Source: an optimization exercise on an open RTL-to-GDS flow (aim: small area, a short achievable clock period and few clock cycles per item). Production flows keep margins and buffers that such runs may drop.
At most, simulation tests tie the RTL to the original design; equivalence was not proved.
No functional check of the RTL was part of run 2.

==> flow/design.v, too long to show whole: its modules and the start of the top module <==
// module vpb_adpcm: 1016 lines
module vpb_adpcm (
    input  wire               clk,
    input  wire               rst,
    input  wire               start,
    output wire               busy,
    input  wire        [15:0] count,
    input  wire       [255:0] coefs,      
    input  wire         [7:0] ps_in,
    input  wire signed [15:0] yn1_in,
    input  wire signed [15:0] yn2_in,
    input  wire               in_valid,
    output wire               in_ready,
    input  wire         [7:0] in_byte,
    output wire               out_valid,
    input  wire               out_ready,
    output wire signed [15:0] out_sample,
    output wire               done,
    output wire         [7:0] ps_out,
    output wire signed [15:0] yn1_out,
    output wire signed [15:0] yn2_out
);
  // ...
==> flow/flow/run.sh <==
#!/bin/bash
set -euo pipefail
cat >> config.mk <<'EOC'
export SETUP_SLACK_MARGIN = 11
export BUFFER_PORTS_ARGS = -buffer_cell sky130_fd_sc_hd__buf_1
export CTS_ARGS = -sink_clustering_enable -repair_clock_nets -buf_list sky130_fd_sc_hd__clkbuf_4 -dont_use_dummy_load
EOC
bash standard.sh > orfs_make.log 2>&1
==> flow/standard.sh <==
#!/bin/bash
# synth_recipe.tcl (not shown) runs the flow's synth.tcl, then flattens the netlist and writes it again
# the make line also repeats each setting of config.mk as NAME=value (left out here)
make -C /OpenROAD-flow-scripts/flow DESIGN_CONFIG=/design/flow/config.mk WORK_HOME=/design/flow/orfs CLKGATE_MAP_FILE= SYNTH_SCRIPT=/design/flow/synth_recipe.tcl "${@:-finish}"
==> flow/config.mk <==
export PLATFORM = sky130hd
export DESIGN_NAME = vpb_adpcm
export DESIGN_NICKNAME = vpb_adpcm
export VERILOG_FILES = /design/flow/design.v
export SDC_FILE = /design/flow/constraint.sdc
export NUM_CORES = 4
export LEC_CHECK = 0
export CAP_MARGIN = 20
export CORE_MARGIN = 2
export CORE_UTILIZATION = 55
export PLACE_DENSITY = 0.7
export SLEW_MARGIN = 20
export SETUP_SLACK_MARGIN = 11
export BUFFER_PORTS_ARGS = -buffer_cell sky130_fd_sc_hd__buf_1
export CTS_ARGS = -sink_clustering_enable -repair_clock_nets -buf_list sky130_fd_sc_hd__clkbuf_4 -dont_use_dummy_load
==> flow/constraint.sdc <==
create_clock -name core_clock -period 15.0 [get_ports {clk}]
set_input_delay 3.0000 -clock core_clock [delete_from_list [all_inputs] [get_ports {clk}]]
set_output_delay 3.0000 -clock core_clock [all_outputs]
set_load 0.01 [all_outputs]
==> summary.txt, run 1 <==
* Setup violations, final at 0
* DRT Pass-1 Iters at 6
* Flip-flop and latch count after synthesis at 428
* Commonest non-fill, non-tap cell in the layout: edfxtp_1
* Critical path origin: of_p
* Multi-input gate count at roughly 1.7k
* Pins Over Slew Limit at 0
* Setup TNS at 0 ns
* Antenna-violating nets left at 0
* DRT met1 WL at 36.9 mm
* Slowest CP cell: fa_2
* Max FO, Critical Path at 6
* Setup crit end: y1[12]
* CTS H-tree depth at 3
* Status: timing/DRC/antenna clean
* Most used routing layer: met2
* Syn Std Cell Area at ~0.031 sq mm
* Hold depth at 1
* CP max stage delay at ~0.6 ns
* Hold Violations, Final at 0
* Worst Tran Pin Value at 0.951 ns
* Flop2flop setup slack at 9.52 ns
* Worst Path Required at between 15 and 20 ns
* Hold Path Class: reg -> reg
* CTS buffer count at between 100 and 150
* Area grow syn2layout at 28.2%
* Clk sinks at about 430
* Clock buffers and inverters, area share at 0.0202
* Sequential fraction of total cell area at 0.319
* Post-Synth Simple-Gate Area at 0.0537
* Commonest cells in the netlist: edfxtp_1 (424), inv_1 (279), fa_1 (234)
* Data buffer area share at 0.136
* Hold endpoint: running
* CTS tree: done
Testbench counts, summed over its fixed seeds: cycles 39,048, samples 38,080.
==> inputs of run 2 (changes only) <==
--- a/flow/design.v
+++ b/flow/design.v
@@ -49,16 +49,18 @@
     reg        [32:0] p;           
     reg         [6:0] pc;
     reg        [15:0] c1_r;
     wire       [23:0] c1_e = booth_enc(c1_r);
     reg               pv, p_last;
     reg        [15:0] y1, y2;      
     reg               of_p, of_n;  
     reg               keep;        
+    reg        [15:0] y1_sn;
+    reg               keep_sn, of_p_sn, of_n_sn;
     reg               ov, o_last;
     reg               done_r;
     wire [15:0] y1c = {(y1[15] & keep) | of_n, (y1[14:0] & {15{keep}}) | {15{of_p}}};
     wire accept   = start && !running;
     wire hdr_in   = (pos == 3'd0);
     assign in_ready = running && (hdr_in ? !hn_v : !nxt_v);
     wire in_fire  = in_valid && in_ready;
     wire out_fire = ov && out_ready;
@@ -905,16 +907,34 @@
     wire [4:0] a_blk6 = ta_x[28:25] + ta_y[28:25];
     wire [4:0] a_blk7 = ta_x[32:29] + ta_y[32:29];
     wire [32:0] a_sum = {a_blk7[3:0], a_blk6[3:0], a_blk5[3:0], a_blk4[3:0], a_blk3[4:0], a_blk2[3:0], a_blk1[3:0], a_blk0[3:0]};
     wire [6:0] a_cry = {a_blk6[4], a_blk5[4], a_blk4[4], a_blk3[5], a_blk2[4], a_blk1[4], a_blk0[4]};
     wire  [5:0] bh0   = tb_x[32:27] + tb_y[32:27];
     wire  [5:0] bh1   = bh0 + 6'd1;
     wire        b_ovf = b_c27 ? (bh1 != 6'd0) : (bh0 != 6'd0);
     wire        b_neg = b_c27 ? bh1[5] : bh0[5];
+    wire        a_first = af && !pv;    
+    wire [15:0] y1_nx   = bf      ? {~b_sum[26], b_sum[25:11]} :
+                          a_first ? y2 :
+                          accept  ? ((count == 16'd0) ? yn1_in : yn2_in) :
+                                    ~y1_sn;
+    wire        keep_nx = bf ? !b_ovf           : accept ? 1'b1 : ~keep_sn;
+    wire        of_p_nx = bf ? (b_ovf && !b_neg) : accept ? 1'b0 : ~of_p_sn;
+    wire        of_n_nx = bf ? (b_ovf && b_neg)  : accept ? 1'b0 : ~of_n_sn;
+    always @(posedge clk) begin
+        y1      <= y1_nx;
+        y1_sn   <= ~y1_nx;
+        keep    <= keep_nx;
+        keep_sn <= ~keep_nx;
+        of_p    <= of_p_nx;
+        of_p_sn <= ~of_p_nx;
+        of_n    <= of_n_nx;
+        of_n_sn <= ~of_n_nx;
+    end
     always @(posedge clk) begin
         if (rst) begin
             running <= 1'b0;
             pv      <= 1'b0;
             ov      <= 1'b0;
             done_r  <= 1'b0;
         end else begin
             done_r <= 1'b0;
@@ -923,25 +943,20 @@
                 a_left <= count;
                 pos    <= 3'd0;
                 hn_v   <= 1'b0;
                 cur_v  <= 1'b0;
                 nxt_v  <= 1'b0;
                 fl     <= 1'b0;
                 j      <= 4'd0;
                 ps_a   <= ps_in;
-                of_p   <= 1'b0;
-                of_n   <= 1'b0;
-                keep   <= 1'b1;
                 if (count == 16'd0) begin
-                    y1     <= yn1_in;
                     y2     <= yn2_in;
                     done_r <= 1'b1;
                 end else begin
-                    y1      <= yn2_in;
                     y2      <= yn1_in;
                     running <= 1'b1;
                 end
             end
             if (in_fire) begin
                 pos <= pos + 3'd1;
                 if (hdr_in) begin
                     hn   <= in_byte;
@@ -978,27 +993,22 @@
                 j      <= fend ? 4'd0 : j + 4'd1;
                 a_left <= a_left - 16'd1;
                 p      <= a_sum;
                 pc     <= a_cry;
                 c1_r   <= c1sel;
                 pv     <= 1'b1;
                 p_last <= (a_left == 16'd1);
                 if (!pv) begin
-                    y1 <= y2;
                     y2 <= y1c;
                 end
             end else if (bf) begin
                 pv <= 1'b0;
             end
             if (bf) begin
-                y1     <= {~b_sum[26], b_sum[25:11]};
-                of_p   <= b_ovf && !b_neg;
-                of_n   <= b_ovf && b_neg;
-                keep   <= !b_ovf;
                 y2     <= y1c;
                 ov     <= 1'b1;
                 o_last <= p_last;
             end else if (out_fire) begin
                 ov <= 1'b0;
             end
             if (out_fire && o_last) begin
                 running <= 1'b0;
==> flow/config.mk (replaced) <==
export PLATFORM = sky130hd
export DESIGN_NAME = vpb_adpcm
export DESIGN_NICKNAME = vpb_adpcm
export VERILOG_FILES = /design/flow/design.v
export SDC_FILE = /design/flow/constraint.sdc
export NUM_CORES = 4
export LEC_CHECK = 0
export CAP_MARGIN = 20
export CORE_MARGIN = 2
export CORE_UTILIZATION = 40
export PLACE_DENSITY = 0.6
export SLEW_MARGIN = 20
export SETUP_SLACK_MARGIN = 11
export BUFFER_PORTS_ARGS = -buffer_cell sky130_fd_sc_hd__buf_1
export CTS_ARGS = -sink_clustering_enable -repair_clock_nets -buf_list sky130_fd_sc_hd__clkbuf_4 -dont_use_dummy_load
==> summary.txt, run 2 <==
* Status: timing/DRC/antenna clean (unchanged)
* Yosys top cell area share at 0.382 (was 0.406)
* Setup TNS at 0 ns (unchanged)
* Final min period at 5.33 ns (was 5.48 ns)
* Max Root-Sink Buffers at 3 (unchanged)
* Final worst setup slack at 9.67 ns (was 9.52 ns)
* Critical Path Start Type: register (unchanged)
* Hold Violations, Final at 0 (unchanged)
* Fillers at 6791 (was 3828)
* Setup Skew at 0.170 ns (was 0.143 ns)
* DP Area at 0.0350 sq mm (was 0.0342 sq mm)
* Worst Tran Pin Value at 1.04 ns (was 0.951 ns)
* Max FO, Critical Path at 16 (was 6)
* Setup violations, final at 0 (unchanged)
* Die X at 286 um (was 243 um)
* Worst Path Required at 12.00 ns (was 15.49 ns)
* Clk slew on worst S/H paths at 0.06 ns (about the same)
* Hold Path Class: reg -> reg (unchanged)
* Die H at 286 um (was 243 um)
* Clock Latency Late Sink at 0.97 ns (was 0.90 ns)
* Max Cap Violations at 0 (unchanged)
* Prevailing post-synth register cell: edfxtp_1 (unchanged)
* CTS H-tree depth at 3 (unchanged)
* DRT Pass-1 Iters at 7 (was 6)
* Commonest non-fill, non-tap cell in the layout: edfxtp_1 (unchanged)
* Final wirelength at 98.2 mm (was 102 mm)
* Part of the cycle the worst path needs at 0.356 (was 0.365)
* Vias in the first global route at 24.9k (was 25.8k)
* Root Buffer: clkbuf_4 (unchanged)
* Largest net degree at the start of global routing at 92 (was 65)
* Top cells by area in the synthesized netlist: edfxtp_1 (38%), fa_1 (15%), a22oi_1 (5.2%) (was edfxtp_1 (41%), fa_1 (15%), a22oi_1 (5.2%))
* Most frequent cells in the layout: edfxtp_1 (405), buf_1 (328), inv_1 (240) (was edfxtp_1 (424), buf_1 (334), inv_1 (232))
* Syn. warnings at 1 (unchanged)
* Layout cell share with drive strength beyond 1 at 0.316 (was 0.312)
* Initial drt markers at 2168 (was 2552)
* DP Worst Slack at 9.10 ns (was 7.69 ns)
* Total number of vias at 23.8k (was 24.8k)
* Hold_buf cts at 0 (unchanged)
* Largest regs: coef_r: 256 flops, p: 33 flops (unchanged)
* Antenna-violating nets left at 0 (unchanged)
* Max Clk Rate at 188 MHz (was 183 MHz)
* Relative slew slack at 0.302 (was 0.364)
* Clk sinks at 447 (was 428)
* Syn Std Cell Area at 0.0319 sq mm (was 0.0314 sq mm)
* Largest Register: coef_r (unchanged)
* Mean Syn Cell Area at 11.9 sq um (about the same)
* Ys async rst share at 0 (unchanged)
* Commonest cells in the netlist: edfxtp_1 (405), inv_1 (285), fa_1 (234) (was edfxtp_1 (424), inv_1 (279), fa_1 (234))
* Buffers on Ports at 384 (unchanged)
* CTS tree: done (unchanged)
* Tot GR Track Use at 0.237 (was 0.340)
* Synth area leader: edfxtp_1 (unchanged)
* Nets at 3993 (was 3971)
* Gp weighted congestion at 0.928 (was 0.890)
* Initial core utilization at 0.404 (was 0.556)
* CTS buffer count at 119 (was 108)
* First-pass GRT wire length at 148 mm (was 152 mm)
* Final HPWL DP at 62.0 mm (was 63.3 mm)
* Drt drc at 0 (unchanged)
* Distinct cell type count after synthesis at 77 (unchanged)
* Die ar. at 0.0819 sq mm (was 0.0589 sq mm)
* Syn_nets at 3369 (was 3324)
* Cells after Synth at 2688 (was 2643)
* I/O pin cnt at 385 (unchanged)
* Area grow syn2layout at 27.7% (was 28.2%)
* Pins Over Slew Limit at 0 (unchanged)
* GRT overflow at 0 (unchanged)
* Flip-flop and latch count after synthesis at 447 (was 428)
* Max reg flops at 256 (unchanged)
* WP data arrival at 2.33 ns (was 5.97 ns)
* Core area at 0.0789 sq mm (was 0.0564 sq mm)
* Post-synth EDFFs at 405 (was 424)
* Initial antenna violation count at 1 (was 4)
* Final instance area at 0.0407 sq mm (was 0.0402 sq mm)
* RSZ-0062 raised after global routing: yes (unchanged)
* Top-count cell post-synth: edfxtp_1 (unchanged)
* Routed length per instance at 22.5 um (was 25.3 um)
* Row count at 103 (was 87)
* Vias per cell at 5.46 (was 6.14)
* Critical setup path kind: reg -> out (was reg -> reg)
* Critical path capture point type: output port (was register)
* Sequential area share after synthesis at 0.408 (was 0.409)
-- run 2: final timing paths --
kind                            cells after the start          to  from  slack (ns)
worst max-delay path                                6  yn1_out[3]  keep        9.67
worst min-delay path                                2          ov    pv        0.51
worst max register to register                     21      y1[14]  keep        9.67
worst min register to register                      2          ov    pv        0.51
-- run 2: layer usage --
| metal | up-vias | part of all wire | track usage |
|---|---|---|---|
| li1 | 10724 | - | - |
| met4 | 0 | 0.030 | 0.0897 |
| met1 | 11715 | 0.42 | 0.314 |
| met5 | - | 0 | 0 |
| met2 | 1187 | 0.47 | 0.379 |
| met3 | 207 | 0.086 | 0.0542 |
-- run 2: area by class of cell --
| type | count | area, sq um | share of cell area |
|---|---|---|---|
| Antenna cell | 2 | 5.00 | 0.000123 |
| Timing Repair Buffer | 697 | 5110 | 0.126 |
| Tap cell | 1050 | 1310 | 0.0323 |
| Timing Repair inverter | 13 | 96.3 | 0.00237 |
| Sequential cell | 447 | 13000 | 0.320 |
| Clock buffer | 119 | 893 | 0.0219 |
| Multi-Input combinational cell | 1747 | 19000 | 0.468 |
| Inverter | 287 | 1230 | 0.0303 |
-- run 2: logic make-up (layout without fill, tap and decap cells) --
family / Yosys count / in the layout / synth area share
AOI/OAI and AO/OA: 562 / 562 / 0.121
xor gates and xnor gates: 287 / 287 / 0.0789
adders and majority gates: 356 / 356 / 0.195
buffers and inverters: 496 / 1116 / 0.0615
DFF: 447 / 447 / 0.408
muxes: 175 / 175 / 0.0833
other: 0 / 2 / 0
and+or+nand+nor: 365 / 367 / 0.0528
-- run 2: what timing repair did --
item,in CTS,in global routing
endpoints found under the setup margin,419,301
hold endpoints to repair,0,0
pin swaps,121,114
setup buffers,183,59
resized for setup,407,137
cloned,29,3
-- run 2: per-stage QoR --
| step | utilization | std cells | hold slack (ns) |
|---|---|---|---|
| finish | 0.516 | 4362 | 0.506 |
| global route | 0.516 | 4361 | 0.538 |
| floorplan | - | 2688 | 0.447 |
| CTS | 0.503 | 4298 | 0.506 |
| global placement | 0.444 | 3967 | 0.468 |
| detailed placement | 0.444 | 3967 | 0.502 |
-- run 2: critical path: stages, from the launching register on --
cell	delay, ns
dfxtp_4	0.37
buf_12	0.14
a21oi_4	0.27
clkinvlp_4	0.20
buf_4	0.17
buf_8	0.15
buf_2	0.17

==> port drivers added, routing unchanged <==
No port has a modelled driver above. Below, the same layouts with a new extraction and two added sets of constraints.
Step 1 assumes that a clkbuf_16 drives the clock port and a buf_2 every other input.
Step 2 adds t to the input delays and takes it off the output delays; t is the mean of the earliest and latest rising clock arrival at the registers after step 1. Input paths then give back, and output paths get back, about the clock's delay inside the block.
Three values: no drivers, after step 1, after step 2; two values: the first two.
run	t (ns)	slack for setup (ns)	worst setup path at the end	worst data-port slew with drivers (ns)	cell pins on the clock port's net
run 1	0.883	9.524 / 9.524 / 9.388	input to register	0.11	1
run 2	0.948	9.667 / 9.604 / 9.669	register to register	0.07	1
After both steps setup and hold are still met in every run listed. The setup slack of run 1, which loses most, moves by 0.000 ns with the drivers and by -0.136 ns with both steps.
